What follows belongs to an exercise in optimizing a design on an open flow for small area and a short achievable clock period; a production flow would make more cautious choices.
At most, simulation tests tie the RTL to the original design; equivalence was not proved.
The RTL of runs 1 to 3 was laid out without a check of its function.
Power figures rest on the tool's default switching activity, not on a simulated workload.

### design/flow/config.mk
export PLATFORM = sky130hd
export DESIGN_NAME = pwm_sched
export DESIGN_NICKNAME = pwm_sched
export VERILOG_FILES = /design/flow/design.v
export SDC_FILE = /design/flow/constraint.sdc
export NUM_CORES = 8
export LEC_CHECK = 0
export CAP_MARGIN = 20
export CORE_MARGIN = 2
export CORE_UTILIZATION = 25
export PLACE_DENSITY = 0.45
export SLEW_MARGIN = 20
### design/flow/constraint.sdc
create_clock -name core_clock -period 100.0 [get_ports {clk}]
set_input_delay 20.0000 -clock core_clock [delete_from_list [all_inputs] [get_ports {clk}]]
set_output_delay 20.0000 -clock core_clock [all_outputs]
set_load 0.01 [all_outputs]
### design/flow/design.v
module pwm_sched (
    input  wire        clk,
    input  wire        rst,         
    input  wire        tick,        
    input  wire        fault,       
    input  wire        cmd_valid,
    input  wire [31:0] cmd,
    output reg         rsp_valid,
    output reg         rsp_err,
    output wire [31:0] rsp_data,
    output wire [17:0] pwm_out
);
    localparam integer NCH   = 18;
    localparam integer DSPLIT = 8;              
    localparam [19:0]  NUM   = 20'd1000000;     
    localparam [15:0]  HELD  = 16'hFFFF;
    reg        initialized, running, disable_req, lock, fault_flag;
    reg [15:0] period_ticks;
    reg [15:0] counter;
    reg [15:0] compare;
    reg [4:0]  cursor;
    reg [31:0] period_count;
    reg [17:0] out;
    reg [31:0] rsp_q;                           
    reg        pend;                            
    reg [4:0]  pch;                             
    reg        ipend;                           
    reg [15-DSPLIT:0] dv_q;                     
    reg [16*NCH-1:0] sh;                        
    reg [5*NCH-1:0]  sr;                        
    reg [16*NCH-1:0] ap;                        
    reg [5*NCH-1:0]  ar;                        
    assign pwm_out = out;
    integer i, k;
    function [31:0] div_head;                   
        input [15:0] d;
        reg [15:0] r; reg [16:0] x, t; reg [15:0] q; integer s;
        begin
            r = {12'd0, NUM[19:16]}; q = 16'd0;
            for (s = 15; s >= DSPLIT; s = s - 1) begin
                x = {r, NUM[s]};
                t = x - {1'b0, d};
                q[s] = ~t[16];
                r = t[16] ? x[15:0] : t[15:0];
            end
            div_head = {r, q};
        end
    endfunction
    function [15:0] div_tail;                   
        input [15:0] rin;
        input [15:0] d;
        reg [15:0] r; reg [16:0] x, t; reg [15:0] q; integer s;
        begin
            r = rin; q = 16'd0;
            for (s = DSPLIT - 1; s >= 0; s = s - 1) begin
                x = {r, NUM[s]};
                t = x - {1'b0, d};
                q[s] = ~t[16];
                r = t[16] ? x[15:0] : t[15:0];
            end
            div_tail = q;
        end
    endfunction
    wire [31:0] dh    = div_head(cmd[15:0]);
    wire [15:0] dt    = div_tail(rsp_q[31:16], rsp_q[15:0]);
    wire [15:0] p_new = {dv_q, dt[DSPLIT-1:0]};
    wire [15:0] p_eff = ipend ? p_new : period_ticks;    
    assign rsp_data = ipend ? {16'd0, p_new} : rsp_q;
    wire [15:0] pv = rsp_q[15:0];
    reg  [4:0]  ro;                             
    reg  [NCH-1:0] lt;                          
    reg  [5*NCH-1:0] sr_eff;
    reg  [4:0]  nlo;
    always @* begin
        ro = 5'd0;
        for (k = 0; k < NCH; k = k + 1)
            if (pch == k[4:0]) ro = sr[5*k +: 5];
        nlo = 5'd0;
        for (k = 0; k < NCH; k = k + 1) begin
            lt[k] = (pv < sh[16*k +: 16]) || (pv == sh[16*k +: 16] && pch < k[4:0]);
            if (pch != k[4:0] && !lt[k]) nlo = nlo + 5'd1;
        end
        for (k = 0; k < NCH; k = k + 1) begin
            if (!pend)
                sr_eff[5*k +: 5] = sr[5*k +: 5];
            else if (pch == k[4:0])
                sr_eff[5*k +: 5] = nlo;
            else
                sr_eff[5*k +: 5] = sr[5*k +: 5] + {4'd0, lt[k]} - {4'd0, (ro < sr[5*k +: 5])};
        end
    end
    wire [15:0] counter_inc = counter + 16'd1;
    wire        wrap     = (counter_inc == period_ticks);
    wire        run1     = running & ~fault;
    wire        tk       = tick & run1;
    wire        ps       = tk & wrap;                   
    wire        ps_dis   = ps & disable_req;
    wire        ps_go    = ps & ~disable_req;
    wire        ps_copy  = ps_go & ~lock;
    wire [16*NCH-1:0] ap1 = ps_copy ? sh : ap;
    wire [5*NCH-1:0]  ar1 = ps_copy ? sr_eff : ar;
    reg  [NCH-1:0] eqm;
    reg  [4:0]  neq;
    reg  [4:0]  cur2;
    reg  [4:0]  rq;
    reg  [15:0] pr;                              
    reg         match;
    reg  [15:0] target;
    always @* begin
        target = ps ? 16'd0 : compare;
        for (k = 0; k < NCH; k = k + 1)
            eqm[k] = (ap1[16*k +: 16] == target);
        match = ps ? (|eqm) : ((cursor < 5'd18) && (counter_inc == compare));
        neq = 5'd0;
        for (k = 0; k < NCH; k = k + 1)
            neq = neq + {4'd0, eqm[k]};
        cur2 = (ps ? 5'd0 : cursor) + neq;
        rq   = match ? cur2 : 5'd0;
        pr = 16'd0;
        for (k = 0; k < NCH; k = k + 1)
            if (ar1[5*k +: 5] == rq) pr = pr | ap1[16*k +: 16];
    end
    reg        n_running, n_disable_req, n_fault;
    reg [15:0] n_counter, n_compare;
    reg [4:0]  n_cursor;
    reg [31:0] n_period_count;
    reg [17:0] n_out;
    always @* begin
        n_fault        = fault_flag | fault;
        n_running      = run1;
        n_disable_req  = disable_req & ~fault;
        n_counter      = counter;
        n_compare      = compare;
        n_cursor       = fault ? 5'd18 : cursor;
        n_period_count = period_count;
        n_out          = fault ? 18'd0 : out;
        if (tk) begin
            n_counter = ps ? 16'd0 : counter_inc;
            if (ps_dis) begin
                n_running     = 1'b0;
                n_disable_req = 1'b0;
                n_cursor      = 5'd18;
            end else begin
                if (ps) begin
                    n_out          = {NCH{1'b1}};
                    n_period_count = period_count + 32'd1;
                    n_cursor       = 5'd0;
                end
                if (match) begin
                    n_out    = n_out & ~eqm;
                    n_cursor = cur2;
                end
                if (ps || match)
                    n_compare = (rq < 5'd18) ? pr : target;
            end
        end
    end
    wire [3:0]  op  = cmd[31:28];
    wire [4:0]  wch = cmd[20:16];
    wire [15:0] w   = cmd[15:0];
    wire [7:0]  rn  = cmd[23:16];
    wire [15:0] wv  = (w == HELD) ? HELD : (w > 16'd5) ? (w - 16'd5) : 16'd0;
    wire c_nop   = cmd_valid && op == 4'h0;
    wire c_init  = cmd_valid && op == 4'h1;
    wire c_en    = cmd_valid && op == 4'h2;
    wire c_dis   = cmd_valid && op == 4'h3;
    wire c_lock  = cmd_valid && op == 4'h4;
    wire c_width = cmd_valid && op == 4'h5;
    wire c_read  = cmd_valid && op == 4'hC;
    wire init_ok  = c_init && cmd[27:16] == 12'd0 && !n_running && !n_fault && cmd[15:4] != 12'd0;
    wire en_ok    = c_en && cmd[27:0] == 28'd0 && !n_fault && initialized;
    wire dis_ok   = c_dis && cmd[27:0] == 28'd0;
    wire lock_ok  = c_lock && cmd[27:1] == 27'd0;
    wire width_ok = c_width && cmd[27:21] == 7'd0 && wch < 5'd18;
    reg        rd_ok;
    reg [31:0] rd_data;
    always @* begin
        rd_ok   = c_read && cmd[27:24] == 4'd0 && cmd[15:0] == 16'd0;
        rd_data = 32'd0;
        if (rn == 8'h00)
            rd_data = {27'd0, n_fault, lock, n_disable_req, n_running, initialized};
        else if (rn == 8'h01)
            rd_data = {16'd0, p_eff};
        else if (rn == 8'h02)
            rd_data = {16'd0, n_counter};
        else if (rn == 8'h03)
            rd_data = {16'd0, n_compare};
        else if (rn == 8'h04)
            rd_data = {27'd0, n_cursor};
        else if (rn == 8'h05)
            rd_data = {14'd0, n_out};
        else if (rn == 8'h06)
            rd_data = n_period_count;
        else if (rn >= 8'h10 && rn <= 8'h21) begin
            for (k = 0; k < NCH; k = k + 1)
                if (rn[4:0] == k[4:0] + 5'd16) rd_data[15:0] = sh[16*k +: 16];
        end else if (rn >= 8'h30 && rn <= 8'h41) begin
            for (k = 0; k < NCH; k = k + 1)
                if (ar1[5*k +: 5] == rn[4:0] + 5'd16)
                    rd_data[20:0] = rd_data[20:0] | {k[4:0], ap1[16*k +: 16]};
        end else
            rd_ok = 1'b0;
    end
    wire cmd_ok = init_ok | en_ok | dis_ok | lock_ok | width_ok | rd_ok |
                  (c_nop && cmd[27:0] == 28'd0);
    wire clr = rst | init_ok;                   
    always @(posedge clk) begin
        if (rst) begin
            initialized  <= 1'b0;
            running      <= 1'b0;
            disable_req  <= 1'b0;
            lock         <= 1'b0;
            fault_flag   <= 1'b0;
            period_ticks <= 16'd0;
            counter      <= 16'd0;
            compare      <= 16'd0;
            cursor       <= 5'd18;
            period_count <= 32'd0;
            out          <= 18'd0;
            rsp_valid    <= 1'b0;
            rsp_err      <= 1'b0;
            rsp_q        <= 32'd0;
            pend         <= 1'b0;
            pch          <= 5'd0;
            ipend        <= 1'b0;
            dv_q         <= {(16-DSPLIT){1'b0}};
        end else begin
            fault_flag   <= n_fault;
            period_ticks <= p_eff;
            period_count <= n_period_count;
            out          <= n_out;
            rsp_valid    <= cmd_valid;
            rsp_err      <= cmd_valid & ~cmd_ok;
            pend         <= width_ok;
            pch          <= wch;
            ipend        <= init_ok;
            dv_q         <= dh[15:DSPLIT];
            if (init_ok)
                rsp_q <= {dh[31:16], cmd[15:0]};
            else if (width_ok)
                rsp_q <= {16'd0, wv};
            else if (rd_ok)
                rsp_q <= rd_data;
            else
                rsp_q <= 32'd0;
            initialized <= initialized | init_ok;
            lock        <= init_ok ? 1'b0 : lock_ok ? cmd[0] : lock;
            if (init_ok)
                disable_req <= 1'b0;
            else if (en_ok)
                disable_req <= 1'b0;
            else if (dis_ok && n_running)
                disable_req <= 1'b1;
            else
                disable_req <= n_disable_req;
            running <= n_running | (en_ok & ~n_running);
            if (init_ok) begin
                counter <= 16'd0;
                compare <= 16'd0;
                cursor  <= 5'd18;
                period_count <= 32'd0;
            end else if (en_ok && !n_running) begin
                counter <= p_eff - 16'd1;
                compare <= n_compare;
                cursor  <= 5'd18;
            end else begin
                counter <= n_counter;
                compare <= n_compare;
                cursor  <= n_cursor;
            end
        end
    end
    genvar g;
    generate
        for (g = 0; g < NCH; g = g + 1) begin : gch
            always @(posedge clk) begin
                if (clr) begin
                    sh[16*g +: 16] <= HELD;
                    sr[5*g +: 5]   <= g;
                    ap[16*g +: 16] <= HELD;
                    ar[5*g +: 5]   <= g;
                end else begin
                    if (width_ok && wch == g)
                        sh[16*g +: 16] <= wv;
                    sr[5*g +: 5]   <= sr_eff[5*g +: 5];
                    ap[16*g +: 16] <= ap1[16*g +: 16];
                    ar[5*g +: 5]   <= ar1[5*g +: 5];
                end
            end
        end
    endgenerate
endmodule
### design/flow/flow/run.sh
#!/bin/bash
# Own layout flow: the standard layout (standard.sh) with the synthesis
# step of flow/synth.tcl. Each tool's output is in orfs/logs; make's own
# output goes to flow_make.log in the work folder.
set -euo pipefail
W=$(cd "$(dirname "$0")/.." && pwd)
D=9000
printf 'strash\ndch\nmap -D %s\ntopo\nstime -c\nbuffer -c\nupsize -c -D %s\ndnsize -c -D %s\nstime -c\n' $D $D $D > "$W/abc.script"
export MY_ABC_SCRIPT="$W/abc.script"
export MY_ABC_D=$D
bash "$W/standard.sh" SYNTH_SCRIPT="$W/flow/synth.tcl" ADDER_MAP_FILE= finish > "$W/flow_make.log" 2>&1
### design/flow/flow/synth.tcl
proc synth {args} { yosys synth -nofsm -noshare {*}$args }
proc abc {args} {
  set rest {}
  set i 0
  while {$i < [llength $args]} {
    set a [lindex $args $i]
    if {$a eq "-script" || $a eq "-D"} { incr i 2; continue }
    lappend rest $a
    incr i
  }
  yosys abc -script $::env(MY_ABC_SCRIPT) -D $::env(MY_ABC_D) {*}$rest
}
source $::env(SCRIPTS_DIR)/synth.tcl
# left out here: clear keep_hierarchy, flatten, clean up, hide names made inside functions, write 1_2_yosys.v
### design/flow/standard.sh
#!/bin/bash
# synth_recipe.tcl (not shown) runs the flow's synth.tcl, then flattens the netlist and writes it again
# the make line also repeats each setting of config.mk as NAME=value (left out here)
make -C /OpenROAD-flow-scripts/flow DESIGN_CONFIG=/design/flow/config.mk WORK_HOME=/design/flow/orfs CLKGATE_MAP_FILE= SYNTH_SCRIPT=/design/flow/synth_recipe.tcl "${@:-finish}"
==> results of run 1 <==
[per-stage QoR]
step | setup slack [ps] | cell area (um^2) | hold slack [ps] | std cells
after floorplan | 69740 | 69350 | 437.0 | 11230
after global placement | 63740 | 74910 | 449.0 | 14750
after detailed placement | 63500 | 74930 | 455.3 | 14750
after CTS | 62580 | 78960 | 470.5 | 14960
after global routing | 60670 | 78980 | 493.2 | 14960
final | 62310 | 79020 | 468.7 | 14980
[power by group]
group | switching [uW] | internal [uW]
Sequential | 0.282 | 364
Combinational | 1710 | 721
Clock | 201 | 266
Total | 1910 | 1350
[cell type report]
class                           count  share of cell area
Sequential cell                   913              0.2316
Multi-Input combinational cell   8299              0.5491
Tap cell                         3705             0.05866
Clock inverter                     60             0.01180
Antenna cell                       20           0.0006333
Inverter                         1431             0.06816
Timing Repair Buffer              400             0.04088
Clock buffer                      148             0.03920
[routing by layer]
layer,global-route usage,routed length (um)
met5,0,155
met4,0.1832,31250
met3,0.07649,45050
met2,0.4417,180200
met1,0.3802,177200
[critical path, delay by kind of cell (launching register included)]
| family | cells | cell delay (ps) |
|---|---|---|
| compound gates | 28 | 6140 |
| buf+inv | 8 | 2440 |
| flops | 1 | 920 |
| simple gates | 41 | 7240 |
[placed cells by master, fill, tap and decap left out, types with 73 or more instances in the layout]
cell type and instances:
nor2_1 1547, a221oi_1 109, o22ai_1 342, inv_1 1335, nand3_1 275, o21ai_1 148
nand4_1 141, buf_4 310, a22oi_1 79, o21ai_0 915, a21oi_1 540, dfxtp_1 896
o221ai_1 91, o211ai_1 300, xnor2_1 100, a31oi_1 73, nor4_1 108, clkdlybuf4s50_1 87
xor2_1 463, nand2_1 2244, or2_2 85, clkbuf_16 112, nor3_1 192
[flip-flops by register name, summed over array words and instances (netlist names), 18 cells and up]
signal / cells
out: 18
ap: 288
ar: 90
sh: 288
period_count: 32
rsp_q: 32
sr: 90
[worst max path at each step]
stage,end,start,slack [ps],cells past startpoint
after floorplan,rsp_data[0],rsp_q[2]$_SDFF_PP0_,69740,81
after global placement,rsp_data[0],rsp_q[7]$_SDFF_PP0_,63740,78
after global routing,rsp_data[0],rsp_q[7]$_SDFF_PP0_,60670,78
after detailed placement,rsp_data[0],rsp_q[7]$_SDFF_PP0_,63500,78
final,rsp_data[0],rsp_q[7]$_SDFF_PP0_,62310,77
after CTS,rsp_data[0],rsp_q[7]$_SDFF_PP0_,62580,78
[kinds of logic (layout without fill, tap and decap cells)]
group | count (synthesis) | in the layout | synth area share
AND/OR/NAND/NOR | 4781 | 4781 | 0.2859
AO/OA/AOI/OAI | 2943 | 2943 | 0.2616
buffers and inverters | 2014 | 2039 | 0.1159
flip-flops | 913 | 913 | 0.2636
XOR/XNOR | 564 | 564 | 0.07134
adder cells (fa/ha/maj) | 10 | 10 | 0.001444
multiplexers | 1 | 1 | 0.0001444
other | 0 | 20 | 0
==> out/metrics.yaml, run 1 <==
yosysWarnings: 1
io_pins: 89
cts_buffers: 112
syn2layout_area_growth_pct: 13.95
crit_top_cell: "nand2_1"
synth_top_area_frac: 0.2636
cp_max_fo: 33
overflow: 0
yosys.area.top_type: "dfxtp_1"
core_um2: 276300
status: "finished clean"
max_freq_mhz: 26.54
fp.dieArea_um2: 281600
hold_viol_final: 0
cts_max_level: 3
synth_edf_count: 0
clockBufferDepth: 3
drtIter0Drc: 11020
ant_nets: 0
synthCells: 11230
crit_required_ps: 80000
slew_viol_final: 0
r2r_cells: 75
via_per_inst: 5.475
critPathMaxStageDelay_ps: 920
antenna_found_initial: 36
worstHoldStart: "ar[78]$_SDFF_PP1_"
rsz0062_at_grt: "false"
clk_latency_ps: 860
power.density_nw_per_um2: 41.29
chipWidth_um: 530.7
min_to: "ar[78]$_SDFF_PP1_"
route.detailed.drc: 0
fp-row-count: 193
finalSetupViolCount: 0
grt_usage: 0.2966
clock-sinks: 913
synth_area_leaders: "dfxtp_1, nand2_1, nor2_1, inv_1, o21ai_0"
async_reset_ff_frac: 0
finClkSkew_ps: 56.01
regToRegStartpoint: "rsp_q[7]$_SDFF_PP0_"
nets: 11190
regArea_um2: 18300
multiInputGateArea_um2: 43390
num_vias: 81990
wirelength_um: 433900
yosysSeqAreaShare: 0.2636
startpoint_type: "flip-flop"
synth_ff_type: "dfxtp_1"
synth_common_cells: "nand2_1, nor2_1, inv_1"
hpwl_um: 334500
min_path_type: "flip-flop to flip-flop"
cp.arrival_ps: 17690
cts-resized-gates: 0
nFillCells: 31300
cts_tree: "done"
first_pass_iters: 6
drive_gt1_frac: 0.07750
netlist_area_um2: 69350
place.gp.congestion: 1.104
yosysUniqueCellTypes: 97
synth-seq-cells: 913
avgSynthCellArea_um2: 6.177
slew_headroom: 0.1026
io_buffers: 88
rrSetupSlack_ps: 83130
clkTransAtPathRegs_ps: 60
worstHoldPathCells: 2
crit_path_end_kind: "output port"
fin_setup_tns_ps: 0
worstMarginPinSlew_ps: 1332
cpMaxStageDelayCell: "dfxtp_2"
wl_per_cell_um: 28.97
synth.most_common_cell: "nand2_1"
reg2reg_to: "counter[14]$_SDFF_PP0_"
cts-root-buf: "clkbuf_16"
grt_max_degree: 135
first_global_vias: 74660
hold_buffers: 0
ir_drop_mv: 0.1517
fin_crit_sh: 0.3769
grt_first_pass_wirelength_um: 596100
cap_violations: 0
die_h_um: 530.7
leakagePower_uw: 0.03575
crit_type: "flip-flop to output port"
post_cts_buffers: 0
period_minus_slack_ps: 37690
finalPower_uw: 3263
final_util: 0.2860
initial_core_util: 0.2510
==> run 2, diff against run 1 <==
--- a/design/flow/design.v
+++ b/design/flow/design.v
@@ -34,12 +34,42 @@
     integer i, k;
+    function [15:0] div_step;                  
+        input [15:0] r;
+        input [1:0]  nb;
+        input [15:0] d;
+        input [17:0] d3;
+        reg [18:0] x, t1, t2, t3;
+        begin
+            x  = {1'b0, r, nb};
+            t1 = x - {3'b0, d};
+            t2 = x - {2'b0, d, 1'b0};
+            t3 = x - {1'b0, d3};
+            if (!t3[18])      div_step = t3[15:0];
+            else if (!t2[18]) div_step = t2[15:0];
+            else if (!t1[18]) div_step = t1[15:0];
+            else              div_step = x[15:0];
+        end
+    endfunction
+    function [1:0] div_qd;                     
+        input [15:0] r;
+        input [1:0]  nb;
+        input [15:0] d;
+        input [17:0] d3;
+        reg [18:0] x, t1, t2, t3;
+        begin
+            x  = {1'b0, r, nb};
+            t1 = x - {3'b0, d};
+            t2 = x - {2'b0, d, 1'b0};
+            t3 = x - {1'b0, d3};
+            div_qd = !t3[18] ? 2'd3 : !t2[18] ? 2'd2 : !t1[18] ? 2'd1 : 2'd0;
+        end
+    endfunction
     function [31:0] div_head;                   
         input [15:0] d;
-        reg [15:0] r; reg [16:0] x, t; reg [15:0] q; integer s;
+        reg [15:0] r; reg [15:0] q; reg [17:0] d3; integer s;
         begin
+            d3 = {2'b0, d} + {1'b0, d, 1'b0};
             r = {12'd0, NUM[19:16]}; q = 16'd0;
-            for (s = 15; s >= DSPLIT; s = s - 1) begin
-                x = {r, NUM[s]};
-                t = x - {1'b0, d};
-                q[s] = ~t[16];
-                r = t[16] ? x[15:0] : t[15:0];
+            for (s = 14; s >= DSPLIT; s = s - 2) begin
+                q[s+1 -: 2] = div_qd(r, NUM[s+1 -: 2], d, d3);
+                r = div_step(r, NUM[s+1 -: 2], d, d3);
             end
@@ -51,10 +81,9 @@
         input [15:0] d;
-        reg [15:0] r; reg [16:0] x, t; reg [15:0] q; integer s;
+        reg [15:0] r; reg [15:0] q; reg [17:0] d3; integer s;
         begin
+            d3 = {2'b0, d} + {1'b0, d, 1'b0};
             r = rin; q = 16'd0;
-            for (s = DSPLIT - 1; s >= 0; s = s - 1) begin
-                x = {r, NUM[s]};
-                t = x - {1'b0, d};
-                q[s] = ~t[16];
-                r = t[16] ? x[15:0] : t[15:0];
+            for (s = DSPLIT - 2; s >= 0; s = s - 2) begin
+                q[s+1 -: 2] = div_qd(r, NUM[s+1 -: 2], d, d3);
+                r = div_step(r, NUM[s+1 -: 2], d, d3);
             end
--- a/design/flow/config.mk
+++ b/design/flow/config.mk
@@ -9,4 +9,4 @@
 export CORE_MARGIN = 2
-export CORE_UTILIZATION = 25
-export PLACE_DENSITY = 0.45
+export CORE_UTILIZATION = 35
+export PLACE_DENSITY = 0.5
 export SLEW_MARGIN = 20
==> run 2 against run 1 <==
Against the previous run:
- clock-buffer cell count increased by 13
- fmax increased by 6.3%
- sequential share of layout area decreased by 0.17 points
- area after synthesis increased by 1.9%
- utilization increased by 11 points
- sequential power about the same
- cell count decreased by 4.7%
- largest cell class unchanged
- sequential cell count unchanged
- first-iteration DRC count increased by 19%
==> out/metrics.yaml, run 2 <==
status: "finished clean"
first_pass_iters: 7
wl_per_cell_um: 33.69
core_um2: 200300
fin_crit_sh: 0.3547
clk_latency_ps: 850
hold_viol_final: 0
cts-resized-gates: 0
synth_common_cells: "nor2_1, nand2_1, inv_1"
crit_required_ps: 100640
min_path_type: "flip-flop to flip-flop"
synth-seq-cells: 913
nFillCells: 21820
cts_tree: "done"
clockBufferDepth: 3
yosysWarnings: 1
ant_nets: 0
synth_area_leaders: "dfxtp_1, nor2_1, nand2_1, inv_1, o21ai_0"
overflow: 0
yosysSeqAreaShare: 0.2586
top_regs: "ap x288, sh x288"
final_cell_mix: "nor2_1, nand2_1, inv_1"
fp.dieArea_um2: 205500
crit_top_cell: "nand2_1"
synth_edf_count: 0
clock-sinks: 913
fp-row-count: 164
ir_drop_mv: 0.01550
finalInstanceArea_um2: 79590
grt_first_pass_wirelength_um: 648700
io_buffers: 88
synth.most_common_cell: "nor2_1"
clkTransAtPathRegs_ps: 60
synth_compound_gate_area_share: 0.2690
cts_buffers: 114
critPathMaxStageDelay_ps: 970
slew_viol_final: 0
initial_core_util: 0.3529
rsz0062_at_grt: "false"
crit_type: "primary input to flip-flop"
synth-xor-area-share: 0.07551
finClkSkew_ps: 102.9
grt_max_degree: 189
antenna_found_initial: 56
drtIter0Drc: 13080
route.detailed.drc: 0
final_common_cell: "nor2_1"
yosys.area.top_type: "dfxtp_1"
io_pins: 89
numPlacedInstances: 14010
netlist_area_um2: 70670
wirelength_um: 480600
cap_violations: 0
period_minus_slack_ps: 35470
drive_gt1_frac: 0.07811
num_vias: 87720
chipWidth_um: 453.3
post_cts_buffers: 0
cp.arrival_ps: 36110
place.gp.congestion: 1.091
power.density_nw_per_um2: 11.98
place_area_um2: 75300
synthCells: 11540
synth_top_family_by_area: "simple AND/OR/NAND/NOR gates"
cts-root-buf: "clkbuf_16"
cp_max_fo: 103
finalSetupViolCount: 0
hpwl_um: 371400
synth_top_area_frac: 0.2586
leakagePower_uw: 0.03569
synth_fa_ha_area_frac: 0.0005666
async_reset_ff_frac: 0
yosysUniqueCellTypes: 100
hold_buffers: 0
startpoint_type: "primary input"
synthSimpleGateAreaFrac: 0.2841
avgSynthCellArea_um2: 6.126
synth_ff_type: "dfxtp_1"
cpMaxStageDelayCell: "nor4_1"
grt_usage: 0.4495
slew_headroom: 0.1397
stdcell_count: 14270
max_freq_mhz: 28.19
syn2layout_area_growth_pct: 12.62
crit_path_end_kind: "flip-flop"
nets: 11510
synthMuxAreaShare: 0
first_global_vias: 79450
via_per_inst: 6.148
die_h_um: 453.3
cts_max_level: 3
worstMarginPinSlew_ps: 1287
fin_setup_tns_ps: 0
[run 2: cell count changes after synthesis, moves of 37 or more]
cell,delta
a21oi_1,+72
o21ai_1,-95
or2_2,+47
inv_1,+64
a22oi_1,+42
nand2_1,-337
o21ai_0,+80
nand4_1,-40
clkbuf_1,+38
a221oi_1,-37
nand3_1,-92
nor2_1,+519
[run 2: layout make-up]
cell class | instances | area, um^2 | area share
clock inverters | 54 | 794.5 | 0.009983
inverters | 1481 | 5574 | 0.07004
flip-flops and latches | 913 | 18290 | 0.2299
repair buffers | 420 | 3386 | 0.04254
clock buffers | 161 | 3279 | 0.04120
diodes | 39 | 97.59 | 0.001226
multi-input cells | 8544 | 44840 | 0.5634
well taps | 2656 | 3323 | 0.04175
[run 2: worst paths after layout]
check,end,depth (start not counted),slack (ps),from
worst max-delay path,rsp_q[4]$_SDFF_PP0_,56,64530,fault
worst min-delay path,period_count[31]$_SDFF_PP0_,2,500,period_count[31]$_SDFF_PP0_
worst max register to register,rsp_q[4]$_SDFF_PP0_,67,83930,rsp_q[12]$_SDFF_PP0_
worst min register to register,period_count[31]$_SDFF_PP0_,2,500,period_count[31]$_SDFF_PP0_
[run 2: layer usage]
layer	up-vias	part of all wire	track usage
li1	38560	-	-
met4	34	0.084	0.3160
met5	-	0.00046	0.001632
met1	41990	0.39	0.5596
met2	5751	0.42	0.6740
met3	1388	0.11	0.1152
[run 2: kinds of logic (layout without fill, tap and decap cells)]
family,after synthesis,after routing
other,0,39
DFF,913,913
xor gates and xnor gates,605,605
adders and majority gates,4,4
buffers and inverters,2079,2116
AOI/OAI and AO/OA,3072,3072
and+or+nand+nor,4863,4863
[run 2: critical path: cells and delay by family]
kind	cells	cell delay (ps)
AND/OR/NAND/NOR	32	9320
buffers and inverters	8	2970
AO/OA/AOI/OAI	12	2850
XOR/XNOR	4	720
[run 2: report_power, final]
| part | total (uW) | switching [uW] | internal (uW) |
|---|---|---|---|
| clock | 463 | 196 | 266 |
| sequential | 364 | 0.317 | 364 |
| combinational | 127 | 95.1 | 31.4 |
| total | 953 | 292 | 661 |
[run 2: metrics by stage]
stage                     setup WS [ps]  utilization  hold slack, ps  total power [uW]
final                             64530       0.3974           498.3             953.2
after CTS                         65090       0.3963           494.5             946.2
after floorplan                   71040            -           432.3             439.9
after detailed placement          64310       0.3760           483.2             491.5
after global placement            64560       0.3759           472.8             491.0
after global routing              63710       0.3970           526.2             969.2
==> run 3, diff against run 2 <==
--- a/design/flow/design.v
+++ b/design/flow/design.v
@@ -27,2 +27,3 @@
     reg        ipend;                           
+    reg        rdp;                             
     reg [15-DSPLIT:0] dv_q;                     
@@ -96,3 +97,3 @@
     wire [15:0] p_eff = ipend ? p_new : period_ticks;    
-    assign rsp_data = ipend ? {16'd0, p_new} : rsp_q;
+    assign rsp_data = ipend ? {16'd0, p_new} : rdp ? rd_data : rsp_q;
     wire [15:0] pv = rsp_q[15:0];
@@ -121,3 +122,3 @@
     wire [15:0] counter_inc = counter + 16'd1;
-    wire        wrap     = (counter_inc == period_ticks);
+    wire        wrap     = (counter_inc == period_ticks);   
     wire        run1     = running & ~fault;
@@ -126,6 +127,3 @@
     wire        ps_dis   = ps & disable_req;
-    wire        ps_go    = ps & ~disable_req;
-    wire        ps_copy  = ps_go & ~lock;
-    wire [16*NCH-1:0] ap1 = ps_copy ? sh : ap;
-    wire [5*NCH-1:0]  ar1 = ps_copy ? sr_eff : ar;
+    wire        ld       = ps & ~disable_req & ~lock;   
     reg  [NCH-1:0] eqm;
@@ -134,10 +132,17 @@
     reg  [4:0]  rq;
-    reg  [15:0] pr;                              
+    reg  [15:0] pr_sh, pr_ap, pr;
     reg         match;
     reg  [15:0] target;
+    reg  [15:0] cmp_w;
     always @* begin
-        target = ps ? 16'd0 : compare;
-        for (k = 0; k < NCH; k = k + 1)
-            eqm[k] = (ap1[16*k +: 16] == target);
-        match = ps ? (|eqm) : ((cursor < 5'd18) && (counter_inc == compare));
+        target = wrap ? 16'd0 : compare;
+        for (k = 0; k < NCH; k = k + 1) begin
+            if (!wrap)
+                eqm[k] = (ap[16*k +: 16] == compare);
+            else if (lock)
+                eqm[k] = (ap[16*k +: 16] == 16'd0);
+            else
+                eqm[k] = (sh[16*k +: 16] == 16'd0);
+        end
+        match = wrap ? (|eqm) : ((cursor < 5'd18) && (counter_inc == compare));
         neq = 5'd0;
@@ -145,7 +150,12 @@
             neq = neq + {4'd0, eqm[k]};
-        cur2 = (ps ? 5'd0 : cursor) + neq;
+        cur2 = (wrap ? 5'd0 : cursor) + neq;
         rq   = match ? cur2 : 5'd0;
-        pr = 16'd0;
-        for (k = 0; k < NCH; k = k + 1)
-            if (ar1[5*k +: 5] == rq) pr = pr | ap1[16*k +: 16];
+        pr_sh = 16'd0;
+        pr_ap = 16'd0;
+        for (k = 0; k < NCH; k = k + 1) begin
+            if (sr_eff[5*k +: 5] == rq) pr_sh = pr_sh | sh[16*k +: 16];
+            if (ar[5*k +: 5] == rq)     pr_ap = pr_ap | ap[16*k +: 16];
+        end
+        pr = (wrap && !lock) ? pr_sh : pr_ap;
+        cmp_w = (rq < 5'd18) ? pr : target;
     end
@@ -166,3 +176,3 @@
         if (tk) begin
-            n_counter = ps ? 16'd0 : counter_inc;
+            n_counter = wrap ? 16'd0 : counter_inc;
             if (ps_dis) begin
@@ -172,3 +182,3 @@
             end else begin
-                if (ps) begin
+                if (wrap) begin
                     n_out          = {NCH{1'b1}};
@@ -181,4 +191,4 @@
                 end
-                if (ps || match)
-                    n_compare = (rq < 5'd18) ? pr : target;
+                if (wrap || match)
+                    n_compare = cmp_w;
             end
@@ -203,30 +213,30 @@
     wire width_ok = c_width && cmd[27:21] == 7'd0 && wch < 5'd18;
-    reg        rd_ok;
+    wire rn_ok    = rn <= 8'h06 || (rn >= 8'h10 && rn <= 8'h21) || (rn >= 8'h30 && rn <= 8'h41);
+    wire rd_ok    = c_read && cmd[27:24] == 4'd0 && cmd[15:0] == 16'd0 && rn_ok;
+    wire [7:0] qn = rsp_q[7:0];
     reg [31:0] rd_data;
     always @* begin
-        rd_ok   = c_read && cmd[27:24] == 4'd0 && cmd[15:0] == 16'd0;
         rd_data = 32'd0;
-        if (rn == 8'h00)
-            rd_data = {27'd0, n_fault, lock, n_disable_req, n_running, initialized};
-        else if (rn == 8'h01)
-            rd_data = {16'd0, p_eff};
-        else if (rn == 8'h02)
-            rd_data = {16'd0, n_counter};
-        else if (rn == 8'h03)
-            rd_data = {16'd0, n_compare};
-        else if (rn == 8'h04)
-            rd_data = {27'd0, n_cursor};
-        else if (rn == 8'h05)
-            rd_data = {14'd0, n_out};
-        else if (rn == 8'h06)
-            rd_data = n_period_count;
-        else if (rn >= 8'h10 && rn <= 8'h21) begin
+        if (qn == 8'h00)
+            rd_data = {27'd0, fault_flag, lock, disable_req, running, initialized};
+        else if (qn == 8'h01)
+            rd_data = {16'd0, period_ticks};
+        else if (qn == 8'h02)
+            rd_data = {16'd0, counter};
+        else if (qn == 8'h03)
+            rd_data = {16'd0, compare};
+        else if (qn == 8'h04)
+            rd_data = {27'd0, cursor};
+        else if (qn == 8'h05)
+            rd_data = {14'd0, out};
+        else if (qn == 8'h06)
+            rd_data = period_count;
+        else if (qn < 8'h30) begin
             for (k = 0; k < NCH; k = k + 1)
-                if (rn[4:0] == k[4:0] + 5'd16) rd_data[15:0] = sh[16*k +: 16];
-        end else if (rn >= 8'h30 && rn <= 8'h41) begin
+                if (qn[4:0] == k[4:0] + 5'd16) rd_data[15:0] = sh[16*k +: 16];
+        end else begin
             for (k = 0; k < NCH; k = k + 1)
-                if (ar1[5*k +: 5] == rn[4:0] + 5'd16)
-                    rd_data[20:0] = rd_data[20:0] | {k[4:0], ap1[16*k +: 16]};
-        end else
-            rd_ok = 1'b0;
+                if (ar[5*k +: 5] == qn[4:0] + 5'd16)
+                    rd_data[20:0] = rd_data[20:0] | {k[4:0], ap[16*k +: 16]};
+        end
     end
@@ -254,2 +264,3 @@
             ipend        <= 1'b0;
+            rdp          <= 1'b0;
             dv_q         <= {(16-DSPLIT){1'b0}};
@@ -265,2 +276,3 @@
             ipend        <= init_ok;
+            rdp          <= rd_ok;
             dv_q         <= dh[15:DSPLIT];
@@ -271,3 +283,3 @@
             else if (rd_ok)
-                rsp_q <= rd_data;
+                rsp_q <= {24'd0, rn};
             else
@@ -314,4 +326,6 @@
                     sr[5*g +: 5]   <= sr_eff[5*g +: 5];
-                    ap[16*g +: 16] <= ap1[16*g +: 16];
-                    ar[5*g +: 5]   <= ar1[5*g +: 5];
+                    if (ld) begin
+                        ap[16*g +: 16] <= sh[16*g +: 16];
+                        ar[5*g +: 5]   <= sr_eff[5*g +: 5];
+                    end
                 end
==> design/flow/flow/run.sh (replaced) <==
#!/bin/bash
# Own layout flow: the standard layout (standard.sh) with the synthesis
# step of flow/synth.tcl, and the port buffers made of buf_4 cells.
# Each tool's output is in orfs/logs; make's own output goes to
# flow_make.log in the work folder.
set -euo pipefail
W=$(cd "$(dirname "$0")/.." && pwd)
D=9000
printf 'strash\ndch\nmap -D %s\ntopo\nstime -c\nbuffer -c\nupsize -c -D %s\ndnsize -c -D %s\nstime -c\n' $D $D $D > "$W/abc.script"
export MY_ABC_SCRIPT="$W/abc.script"
export MY_ABC_D=$D
bash "$W/standard.sh" SYNTH_SCRIPT="$W/flow/synth.tcl" ADDER_MAP_FILE= \
  BUFFER_PORTS_ARGS="-buffer_cell sky130_fd_sc_hd__buf_4" finish > "$W/flow_make.log" 2>&1
--- a/design/flow/config.mk
+++ b/design/flow/config.mk
@@ -7,6 +7,7 @@
 export LEC_CHECK = 0
-export CAP_MARGIN = 20
+export CAP_MARGIN = 50
 export CORE_MARGIN = 2
 export CORE_UTILIZATION = 35
+export CTS_BUF_LIST = sky130_fd_sc_hd__clkbuf_8
 export PLACE_DENSITY = 0.5
-export SLEW_MARGIN = 20
+export SLEW_MARGIN = 80
==> run 3 against run 2 <==
Against the previous run:
- clock-buffer cell count increased by 66
- critical endpoint is now rsp_data[0]
- sequential share of layout area shrank 5.0 points
- largest cell class unchanged
- via count is 17% higher
- cell count up 9.4%
- first-iteration DRC count up 20%
- area after synthesis up 4.8%
- synthesized cell count is 2.5% higher
- combinational power is 41% higher
- clock skew shrank 8.2 ps
- die area rose by 4.8%
==> out/metrics.yaml, run 3 <==
switching_share: 0.3366
fp.dieArea_um2: 215300
core_um2: 210000
ir_drop_mv: 0.01595
cp_max_fo: 20
grt_usage: 0.5066
finalPower_uw: 996.1
async_reset_ff_frac: 0
power_switching_uw: 335.2
clkTransAtPathRegs_ps: 70
place.gp.congestion: 1.138
layout_setup_ws_ps: 66800
io_buffers: 88
wl_per_cell_um: 36.56
synth_top_area_frac: 0.2470
period_minus_slack_ps: 33200
slew_viol_final: 0
synth_compound_gate_area_share: 0.2985
crit_type: "flip-flop to output port"
cpMaxStageDelayCell: "clkdlybuf4s50_1"
fin_setup_tns_ps: 0
top_regs: "ap x288, sh x288"
combPwrFrac: 0.180
final_common_cell: "nor2_1"
place_area_um2: 97070
reg2reg_to: "compare[8]$_SDFFE_PP0P_"
clk_latency_ps: 1080
antenna_found_initial: 46
first_global_vias: 93880
p_int_uw: 660.8
clockBufferDepth: 3
netlist_area_um2: 74070
place_ws_ps: 68260
synthCells: 11820
drive_gt1_frac: 0.2631
cp_top_family: "buffers and inverters"
worstHoldStart: "ar[72]$_SDFFE_PP1P_"
yosys.area.top_type: "dfxtp_1"
chipWidth_um: 464.0
overflow: 0
synth_top_family_by_area: "compound AO/OA/AOI/OAI gates"
hold_viol_final: 0
yosysWarnings: 1
wirelength_um: 570900
synthSimpleGateAreaFrac: 0.2663
clock-sinks: 914
cts-root-buf: "clkbuf_8"
rsz0062_at_grt: "false"
grt_max_degree: 37
synth-xor-area-share: 0.07019
fin_crit_sh: 0.3320
worstMarginPinSlew_ps: 513.5
crit_top_cell: "inv_1"
cts-resized-gates: 0
synth_fa_ha_area_frac: 0.002027
synth_area_leaders: "dfxtp_1, nor2_1, nand2_1, inv_1, o211ai_1"
final_cell_mix: "nor2_1, nand2_1, inv_1"
r2r_cells: 83
min_path_type: "flip-flop to flip-flop"
post_cts_buffers: 0
synth_common_cells: "nor2_1, nand2_1, inv_1"
power.density_nw_per_um2: 9.524
synth_ff_type: "dfxtp_1"
drtIter0Drc: 15700
cts_buffers: 187
crit_path_end_kind: "output port"
synth_edf_count: 0
first_pass_iters: 9
cts_tree: "done"
leakagePower_uw: 0.04184
syn2layout_area_growth_pct: 41.20
synth-seq-cells: 914
hpwl_um: 450900
wl_met1_um: 203000
initial_core_util: 0.3527
fp-row-count: 168
nFillCells: 20840
share_seq_of_total_power: 0.365
max_freq_mhz: 30.12
via_per_inst: 6.563
route.detailed.drc: 0
wl_met2_um: 227900
grt_first_pass_wirelength_um: 769000
avgSynthCellArea_um2: 6.267
min_to: "ar[72]$_SDFFE_PP1P_"
p_clk_frac: 0.455
crit_required_ps: 80000
synth.most_common_cell: "nor2_1"
ant_nets: 0
slew_headroom: 0.6576
hold_buffers: 0
synthMuxAreaShare: 0.0004223
yosysUniqueCellTypes: 99
route.met3.wl_um: 74040
io_pins: 89
finalInstanceArea_um2: 104600
finalSetupViolCount: 0
startpoint_type: "flip-flop"
cap_violations: 0
path_buf_inv: 26
nets: 12660
finClkSkew_ps: 94.74
rrSetupSlack_ps: 84460
cp.arrival_ps: 13200
yosysSeqAreaShare: 0.2470
status: "finished clean"
regToRegStartpoint: "rsp_q[2]$_SDFF_PP0_"
die_h_um: 464.0
cts_max_level: 4
critPathMaxStageDelay_ps: 580
worstHoldPathCells: 2
critical_path_depth: 74
top_layer: "met5"
num_vias: 102500
==> run 3: logic make-up after synthesis <==
logic type,Yosys count
and+or+nand+nor,4665
buffers and inverters,2185
other,1
AOI/OAI and AO/OA,3446
xor gates and xnor gates,591
DFF,914
adders and majority gates,15
muxes,3
==> run 3: area by class of cell <==
type                       instances  area [um^2]  share of cell area
multi-input combinational       8724        58900              0.5632
sequential                       914        18800              0.1798
timing repair buffer            1253        13080              0.1251
inverter                        1543         6133             0.05864
tap                             2805         3510             0.03356
clock buffer                     227         3124             0.02987
clock inverter                   116        953.4            0.009116
antenna                           33        82.58           0.0007896
==> run 3: worst reg2reg max path, delay by kind of cell, from the launching register on <==
kind,cells,cell delay [ps]
AOI/OAI and AO/OA,14,2080
xor gates and xnor gates,6,1220
buffers and inverters,38,8790
DFF,1,500
and+or+nand+nor,25,2860
==> run 3: power by group through the flow <==
stage	clock network (uW)	logic [uW]	registers, uW
2_1_floorplan	0	97.0	373
3_3_place_gp	0	144	373
3_5_place_dp	0	167	372
4_1_cts	450	168	364
5_1_grt	465	191	363
6_report	453	179	363
==> run 3: how the worst max path moves through the flow <==
stage | slack (ps) | startpoint | endpoint
after floorplan | 71720 | cmd[1] | rsp_q[25]$_SDFF_PP0_
after global placement | 67930 | cmd[2] | rsp_q[22]$_SDFF_PP0_
after detailed placement | 68260 | rsp_q[9]$_SDFF_PP0_ | rsp_data[0]
after CTS | 67070 | rsp_q[9]$_SDFF_PP0_ | rsp_data[0]
after global routing | 65950 | rsp_q[9]$_SDFF_PP0_ | rsp_data[0]
final | 66800 | rsp_q[9]$_SDFF_PP0_ | rsp_data[0]
==> run 3: metal layers <==
layer  up-vias  GRT usage
met3      2557     0.1905
li1      42770          -
met4        18     0.4543
met5         -   0.005793
met2      8151     0.7239
met1     48980     0.5853
==> run 3: per-stage QoR <==
stage | hold slack [ps] | utilization | instances
6_report | 494.7 | 0.4980 | 15620
5_1_grt | 516.9 | 0.4977 | 15590
4_1_cts | 494.9 | 0.4817 | 15510
3_5_place_dp | 481.3 | 0.4622 | 15170
3_3_place_gp | 468.5 | 0.3732 | 14380
2_1_floorplan | 444.7 | - | 11820
==> run 4, diff against run 3 <==
--- a/design/flow/design.v
+++ b/design/flow/design.v
@@ -13,3 +13,3 @@
     localparam integer NCH   = 18;
-    localparam integer DSPLIT = 8;              
+    localparam integer DSPLIT = 6;              
     localparam [19:0]  NUM   = 20'd1000000;     
@@ -29,2 +29,3 @@
     reg [15-DSPLIT:0] dv_q;                     
+    reg [17:0] dv_d3;                           
     reg [16*NCH-1:0] sh;                        
@@ -35,31 +36,28 @@
     integer i, k;
-    function [15:0] div_step;                  
-        input [15:0] r;
-        input [1:0]  nb;
+    function [17:0] div_step;                   
+        input [15:0] r;                         
+        input integer s;                        
         input [15:0] d;
-        input [17:0] d3;
-        reg [18:0] x, t1, t2, t3;
-        begin
-            x  = {1'b0, r, nb};
-            t1 = x - {3'b0, d};
-            t2 = x - {2'b0, d, 1'b0};
-            t3 = x - {1'b0, d3};
-            if (!t3[18])      div_step = t3[15:0];
-            else if (!t2[18]) div_step = t2[15:0];
-            else if (!t1[18]) div_step = t1[15:0];
-            else              div_step = x[15:0];
-        end
-    endfunction
-    function [1:0] div_qd;                     
-        input [15:0] r;
-        input [1:0]  nb;
-        input [15:0] d;
-        input [17:0] d3;
-        reg [18:0] x, t1, t2, t3;
+        input [17:0] d3;                        
+        integer w;                              
+        reg [17:0] x, m1, m2, m3, t1, t2, t3;
+        reg g1, g2, g3;
         begin
-            x  = {1'b0, r, nb};
-            t1 = x - {3'b0, d};
-            t2 = x - {2'b0, d, 1'b0};
-            t3 = x - {1'b0, d3};
-            div_qd = !t3[18] ? 2'd3 : !t2[18] ? 2'd2 : !t1[18] ? 2'd1 : 2'd0;
+            w  = (22 - s < 18) ? 22 - s : 18;
+            x  = {r, NUM[s+1], NUM[s]} & ((18'd1 << w) - 18'd1);
+            m1 = {2'b0, d};
+            m2 = {1'b0, d, 1'b0};
+            m3 = d3;
+            g1 = ((m1 >> w) == 18'd0) && (x >= (m1 & ((18'd1 << w) - 18'd1)));
+            g2 = ((m2 >> w) == 18'd0) && (x >= (m2 & ((18'd1 << w) - 18'd1)));
+            g3 = ((m3 >> w) == 18'd0) && (x >= (m3 & ((18'd1 << w) - 18'd1)));
+            t1 = x - m1;
+            t2 = x - m2;
+            t3 = x - m3;
+            if (g3)      div_step = {2'd3, t3[15:0]};
+            else if (g2) div_step = {2'd2, t2[15:0]};
+            else if (g1) div_step = {2'd1, t1[15:0]};
+            else         div_step = {2'd0, x[15:0]};
+            if (20 - s < 16)
+                div_step[15:0] = div_step[15:0] & ((16'd1 << (20 - s)) - 16'd1);
         end
@@ -68,9 +66,10 @@
         input [15:0] d;
-        reg [15:0] r; reg [15:0] q; reg [17:0] d3; integer s;
+        input [17:0] d3;
+        reg [15:0] r; reg [15:0] q; reg [17:0] st; integer s;
         begin
-            d3 = {2'b0, d} + {1'b0, d, 1'b0};
             r = {12'd0, NUM[19:16]}; q = 16'd0;
             for (s = 14; s >= DSPLIT; s = s - 2) begin
-                q[s+1 -: 2] = div_qd(r, NUM[s+1 -: 2], d, d3);
-                r = div_step(r, NUM[s+1 -: 2], d, d3);
+                st = div_step(r, s, d, d3);
+                q[s+1 -: 2] = st[17:16];
+                r = st[15:0];
             end
@@ -82,9 +81,10 @@
         input [15:0] d;
-        reg [15:0] r; reg [15:0] q; reg [17:0] d3; integer s;
+        input [17:0] d3;
+        reg [15:0] r; reg [15:0] q; reg [17:0] st; integer s;
         begin
-            d3 = {2'b0, d} + {1'b0, d, 1'b0};
             r = rin; q = 16'd0;
             for (s = DSPLIT - 2; s >= 0; s = s - 2) begin
-                q[s+1 -: 2] = div_qd(r, NUM[s+1 -: 2], d, d3);
-                r = div_step(r, NUM[s+1 -: 2], d, d3);
+                st = div_step(r, s, d, d3);
+                q[s+1 -: 2] = st[17:16];
+                r = st[15:0];
             end
@@ -93,4 +93,5 @@
     endfunction
-    wire [31:0] dh    = div_head(cmd[15:0]);
-    wire [15:0] dt    = div_tail(rsp_q[31:16], rsp_q[15:0]);
+    wire [17:0] hz3   = {2'b0, cmd[15:0]} + {1'b0, cmd[15:0], 1'b0};
+    wire [31:0] dh    = div_head(cmd[15:0], hz3);
+    wire [15:0] dt    = div_tail(rsp_q[31:16], rsp_q[15:0], dv_d3);
     wire [15:0] p_new = {dv_q, dt[DSPLIT-1:0]};
@@ -266,2 +267,3 @@
             dv_q         <= {(16-DSPLIT){1'b0}};
+            dv_d3        <= 18'd0;
         end else begin
@@ -278,2 +280,3 @@
             dv_q         <= dh[15:DSPLIT];
+            dv_d3        <= hz3;
             if (init_ok)
--- a/design/flow/flow/run.sh
+++ b/design/flow/flow/run.sh
@@ -7,3 +7,3 @@
 W=$(cd "$(dirname "$0")/.." && pwd)
-D=9000
+D=7000
 printf 'strash\ndch\nmap -D %s\ntopo\nstime -c\nbuffer -c\nupsize -c -D %s\ndnsize -c -D %s\nstime -c\n' $D $D $D > "$W/abc.script"
--- a/design/flow/config.mk
+++ b/design/flow/config.mk
@@ -7,3 +7,3 @@
 export LEC_CHECK = 0
-export CAP_MARGIN = 50
+export CAP_MARGIN = 20
 export CORE_MARGIN = 2
@@ -11,3 +11,4 @@
 export CTS_BUF_LIST = sky130_fd_sc_hd__clkbuf_8
+export GPL_TIMING_DRIVEN = 0
 export PLACE_DENSITY = 0.5
-export SLEW_MARGIN = 80
+export SLEW_MARGIN = 20
==> run 4 against run 3 <==
Against the previous run:
- register-to-register slack gained 160 ps
- highest routed layer unchanged
- fmax is 2.7% lower
- cell count shrank 4.9%
- clock skew decreased by 9.9 ps
- largest power group unchanged
- wire length up 7.2%
- largest cell class unchanged
- worst hold slack worse by 8.7 ps
- critical endpoint unchanged
- via count fell by 0.77%
==> out/metrics.yaml, run 4 <==
reg2reg_to: "compare[3]$_SDFFE_PP0P_"
cp_top_family: "compound AO/OA/AOI/OAI gates"
nFillCells: 22800
hold_buffers: 0
syn2layout_area_growth_pct: 14.04
cts_tree: "done"
ir_drop_mv: 0.01551
leakagePower_uw: 0.03672
wirelength_um: 612200
cp_max_fo: 10
rrSetupSlack_ps: 84620
cpMaxStageDelayCell: "a2111oi_1"
async_reset_ff_frac: 0
synth_area_leaders: "dfxtp_1, nand2_1, nor2_1, o211ai_1, inv_1"
startpoint_type: "flip-flop"
slew_viol_final: 0
chipWidth_um: 460.8
crit_path_end_kind: "output port"
hpwl_um: 497100
regArea_um2: 18660
route.detailed.drc: 0
synth-seq-cells: 932
clock-sinks: 932
grt_max_degree: 17
die_h_um: 460.8
yosysUniqueCellTypes: 100
min_path_type: "flip-flop to flip-flop"
cts-resized-gates: 0
core_um2: 207300
synth.most_common_cell: "nand2_1"
netlist_area_um2: 73020
worstMarginPinSlew_ps: 1460
final_common_cell: "nand2_1"
yosysWarnings: 1
r2r_cells: 56
fp-row-count: 167
initial_core_util: 0.3523
io_buffers: 82
wl_per_cell_um: 41.20
clkTransAtPathRegs_ps: 50
hold_viol_final: 0
layout_setup_ws_ps: 65880
stdcell_count: 14860
critPathMaxStageDelay_ps: 1070
max_freq_mhz: 29.30
grt_usage: 0.5510
grt_first_pass_wirelength_um: 795300
startpoint: "rsp_q[13]$_SDFF_PP0_"
power.density_nw_per_um2: 11.61
post_cts_buffers: 0
synth_top_area_frac: 0.2555
crit_type: "flip-flop to output port"
cap_violations: 0
final_cell_mix: "nand2_1, nor2_1, inv_1"
yosys.area.top_type: "dfxtp_1"
overflow: 0
finalSetupViolCount: 0
synth_edf_count: 0
path_buf_inv: 12
first_pass_iters: 7
cp.arrival_ps: 14120
drtIter0Drc: 19180
crit_required_ps: 80000
place_ws_ps: 67750
slew_headroom: 0.02693
min_to: "cursor[0]$_SDFF_PP0_"
worstHoldStart: "cursor[0]$_SDFF_PP0_"
clk_latency_ps: 1060
finClkSkew_ps: 84.88
crit_top_cell: "nor2_1"
rsz0062_at_grt: "false"
regToRegStartpoint: "pch[4]$_SDFF_PP0_"
ant_nets: 0
fp.dieArea_um2: 212300
multiInputGateArea_um2: 47270
antenna_found_initial: 86
clockBufferDepth: 3
cts_buffers: 184
synth_common_cells: "nand2_1, nor2_1, inv_1"
nets: 11890
first_global_vias: 89660
numPlacedInstances: 14440
fin_crit_sh: 0.3412
worstHoldPathCells: 2
cts-root-buf: "clkbuf_8"
io_pins: 89
top_regs: "ap x288, sh x288"
num_vias: 101700
synth_ff_type: "dfxtp_1"
via_per_inst: 6.844
cts_max_level: 4
synthCells: 11500
yosysSeqAreaShare: 0.2555
avgSynthCellArea_um2: 6.352
status: "finished clean"
drive_gt1_frac: 0.07742
fin_setup_tns_ps: 0
place.gp.congestion: 1.197
period_minus_slack_ps: 34120
## run 4: per-layer routing
layer | global-route usage | vias up | share of wire
met3 | 0.2778 | 2715 | 0.16
met1 | 0.6297 | 48610 | 0.35
met4 | 0.4964 | 52 | 0.11
li1 | - | 40950 | -
met2 | 0.7414 | 9351 | 0.38
met5 | 0.004363 | - | 0.00081
## run 4: kinds of logic after synthesis
| kind of cell | count (synthesis) | synth area share |
|---|---|---|
| AND/OR/NAND/NOR | 4587 | 0.2636 |
| buffers and inverters | 1999 | 0.1046 |
| flip-flops | 932 | 0.2555 |
| multiplexers | 1 | 0.0001371 |
| AO/OA/AOI/OAI | 3378 | 0.3041 |
| XOR/XNOR | 582 | 0.06991 |
| adder cells (fa/ha/maj) | 16 | 0.002193 |
## run 4: cell type report
class                   count  share of cell area
repair buffers            170             0.02167
inverters                1378             0.06215
clock buffers             240             0.03967
clock inverters            95            0.009586
diodes                     69            0.002074
flip-flops and latches    932              0.2241
plain buffers             621             0.03124
multi-input cells        8564              0.5677
well taps                2788             0.04189
## run 4: through the flow
| step | area [um^2] | utilization | total power, uW | hold slack, ps |
|---|---|---|---|---|
| after floorplan | 73020 | - | 456.9 | 450.3 |
| after global placement | 77120 | 0.3721 | 503.7 | 473.3 |
| after detailed placement | 78720 | 0.3798 | 508.4 | 476.0 |
| after CTS | 82820 | 0.3996 | 947.8 | 484.7 |
| after global routing | 83110 | 0.4010 | 975.9 | 516.1 |
| final | 83270 | 0.4017 | 966.8 | 486.0 |
## run 4: report_power, final
part           switching (uW)  internal [uW]  total, uW
clock                     212            245        457
combinational             101           34.9        136
sequential               1.82            372        374
total                     315            652        967
## run 4: how the worst max path moves through the flow
| stage | slack (ps) | cells after the start | endpoint |
|---|---|---|---|
| 2_1_floorplan | 72250 | 68 | rsp_q[19]$_SDFF_PP0_ |
| 4_1_cts | 67150 | 40 | rsp_data[0] |
| 3_3_place_gp | 66690 | 43 | rsp_data[0] |
| 3_5_place_dp | 67750 | 62 | rsp_q[27]$_SDFF_PP0_ |
| 5_1_grt | 66120 | 43 | rsp_data[0] |
| 6_report | 65880 | 40 | rsp_data[0] |
## run 4: worst min-delay path: cells and delay by family, from the launching register on
kind            cells  cell delay (ps)
compound gates      1               60
flops               1              310
simple gates        1               70
==> run 5, diff against run 4 <==
--- a/design/flow/config.mk
+++ b/design/flow/config.mk
@@ -11,3 +11,2 @@
 export CTS_BUF_LIST = sky130_fd_sc_hd__clkbuf_8
-export GPL_TIMING_DRIVEN = 0
 export PLACE_DENSITY = 0.5
==> run 5 against run 4 <==
Against the previous run:
- die area unchanged
- largest power group unchanged
- fmax increased by 10%
- wire length is 14% lower
- clock power is 3% lower
- largest cell class unchanged
- utilization shrank 0.56 points
- combinational power fell by 9.6%
- sequential share of layout area rose by 0.34 points
- sequential power about the same
- synthesized cell count stayed put
- total power shrank 2.6%
- critical endpoint unchanged
==> out/metrics.yaml, run 5 <==
drtIter0Drc: 15880
finClkSkew_ps: 74.61
post_cts_buffers: 0
cp_top_family: "compound AO/OA/AOI/OAI gates"
final_cell_mix: "nand2_1, nor2_1, inv_1"
synth_top_area_frac: 0.2555
rsz0062_at_grt: "false"
drive_gt1_frac: 0.09039
cts_buffers: 185
slew_viol_final: 0
power.density_nw_per_um2: 11.47
cts-resized-gates: 0
startpoint_type: "flip-flop"
clockBufferDepth: 3
num_vias: 94440
chipWidth_um: 460.8
cts-root-buf: "clkbuf_8"
netlist_area_um2: 73020
place_ws_ps: 68730
wirelength_um: 524800
synth-seq-cells: 932
cts_max_level: 4
slew_headroom: 0.05793
finalPower_uw: 941.7
fin_crit_sh: 0.3100
status: "finished clean"
route.detailed.drc: 0
hpwl_um: 405700
min_path_type: "flip-flop to flip-flop"
yosysWarnings: 1
synth_ff_type: "dfxtp_1"
crit_required_ps: 80000
core_um2: 207300
place.gp.congestion: 1.096
period_minus_slack_ps: 31000
grtUsageMet3: 0.1841
cp.arrival_ps: 11010
synth_area_leaders: "dfxtp_1, nand2_1, nor2_1, o211ai_1, inv_1"
first_pass_iters: 10
cp_max_fo: 20
finalSetupViolCount: 0
ir_drop_mv: 0.01495
hold_viol_final: 0
synth.most_common_cell: "nand2_1"
top_regs: "ap x288, sh x288"
use_met2: 0.6472
ant_nets: 0
fp-row-count: 167
synth_edf_count: 0
cap_violations: 0
path_buf_inv: 8
yosysSeqAreaShare: 0.2555
synth_common_cells: "nand2_1, nor2_1, inv_1"
async_reset_ff_frac: 0
clk_latency_ps: 1010
fin_setup_tns_ps: 0
critPathMaxStageDelay_ps: 1040
overflow: 0
cts_tree: "done"
layout_setup_ws_ps: 69000
yosys.area.top_type: "dfxtp_1"
gr-usage-met1: 0.6034
avgSynthCellArea_um2: 6.352
antenna_found_initial: 54
clkTransAtPathRegs_ps: 60
grt_first_pass_wirelength_um: 702800
synthCells: 11500
nets: 11530
crit_path_end_kind: "output port"
io_buffers: 88
worstMarginPinSlew_ps: 1413
max_freq_mhz: 32.25
via_per_inst: 6.519
cpMaxStageDelayCell: "dfxtp_2"
clock-sinks: 932
grt_max_degree: 207
grt-busiest-layer: "met2"
crit_type: "flip-flop to output port"
wl_per_cell_um: 36.23
syn2layout_area_growth_pct: 12.45
initial_core_util: 0.3523
fp.dieArea_um2: 212300
yosysUniqueCellTypes: 100
leakagePower_uw: 0.03659
first_global_vias: 83790
die_h_um: 460.8
hold_buffers: 0
grt_usage: 0.4749
nFillCells: 22590
io_pins: 89
final_common_cell: "nand2_1"
-- run 5: changes by cell type in the layout (fill, tap and decap cells not counted), sizes merged --
cell      change
buf         +153
clkbuf      -519
clkinv       +12
clkinvlp      -1
diode        -20
inv           +4
-- run 5: cell families after synthesis --
family	share of synthesized area
AOI/OAI and AO/OA	0.3041
adders and majority gates	0.002193
buffers and inverters	0.1046
muxes	0.0001371
DFF	0.2555
xor gates and xnor gates	0.06991
and+or+nand+nor	0.2636
-- run 5: where the power goes --
| group | switching (uW) | internal, uW |
|---|---|---|
| Combinational | 91.2 | 32.0 |
| Clock | 206 | 238 |
| Sequential | 2.33 | 372 |
-- run 5: worst reg2reg max path: cells and delay by family, from the launching register on --
family          cells  cell delay (ps)
xor+xnor            7             1420
compound gates      6             2270
flops               1              440
buf+inv            13             4010
simple gates       28             5630
-- run 5: area by class of cell --
type | instances | area, um^2 | area share
inverter | 1378 | 5177 | 0.06306
multi-input combinational | 8564 | 47200 | 0.5748
clock buffer | 229 | 3152 | 0.03839
timing repair buffer | 436 | 3383 | 0.04121
clock inverter | 110 | 908.4 | 0.01106
antenna | 49 | 122.6 | 0.001493
tap | 2788 | 3488 | 0.04249
sequential | 932 | 18680 | 0.2275
-- run 5: per-stage QoR --
step / hold slack, ps / cell area (um^2) / std cells / util
6_report: 485.5 / 82110 / 14490 / 0.3961
5_1_grt: 510.5 / 82040 / 14460 / 0.3958
4_1_cts: 486.2 / 81940 / 14430 / 0.3953
3_5_place_dp: 476.0 / 77880 / 14090 / 0.3757
3_3_place_gp: 471.7 / 77850 / 14090 / 0.3756
2_1_floorplan: 450.3 / 73020 / 11500 / -
-- run 5: final timing paths --
path | start | endpoint | slack (ps) | depth (start not counted)
setup / recovery | rsp_q[2]$_SDFF_PP0_ | rsp_data[0] | 69000 | 52
hold / removal | period_count[30]$_SDFFE_PP0P_ | period_count[30]$_SDFFE_PP0P_ | 490 | 2
setup reg to reg | counter[0]$_SDFFE_PP0P_ | compare[1]$_SDFFE_PP0P_ | 86090 | 54
hold reg to reg | period_count[30]$_SDFFE_PP0P_ | period_count[30]$_SDFFE_PP0P_ | 490 | 2
-- run 5: routing by layer --
metal | vias to the layer above | share of wire
met1 | 45120 | 0.39
met4 | 32 | 0.083
met5 | - | 0.00046
met3 | 1661 | 0.14
met2 | 7450 | 0.39
li1 | 40180 | -

==> separate check: timing with driven ports <==
In the flow no input, the clock included, has a driving cell. The finished layouts below were timed again as built, in two steps.
Step 1, drivers: a clkbuf_16 drives clk and a buf_2 each remaining input, both assumed.
Step 2 times the ports against the registers' clock, not the clock port: input delays grow and output delays shrink by t, the midpoint of the rising clock arrivals with the driver on.
Slacks: no drivers / after step 1 / after step 2; pairs: no drivers / after step 1.
run | shift t [ns] | setup WS [ns] | worst slew at a driven data input, ns
run 1 | 0.922 | 62.314 / 62.219 / 63.142 | 0.10
run 2 | 0.882 | 64.531 / 64.551 / 63.709 | 0.12
run 3 | 1.144 | 66.795 / 66.684 / 67.828 | 0.05
run 4 | 1.129 | 65.876 / 65.769 / 66.899 | 0.13
run 5 | 1.076 | 68.995 / 68.891 / 68.571 | 0.12
After both steps setup and hold are still met in every run listed. The setup slack of run 2, which loses most, moves by +0.020 ns with the drivers and by -0.822 ns with both steps.
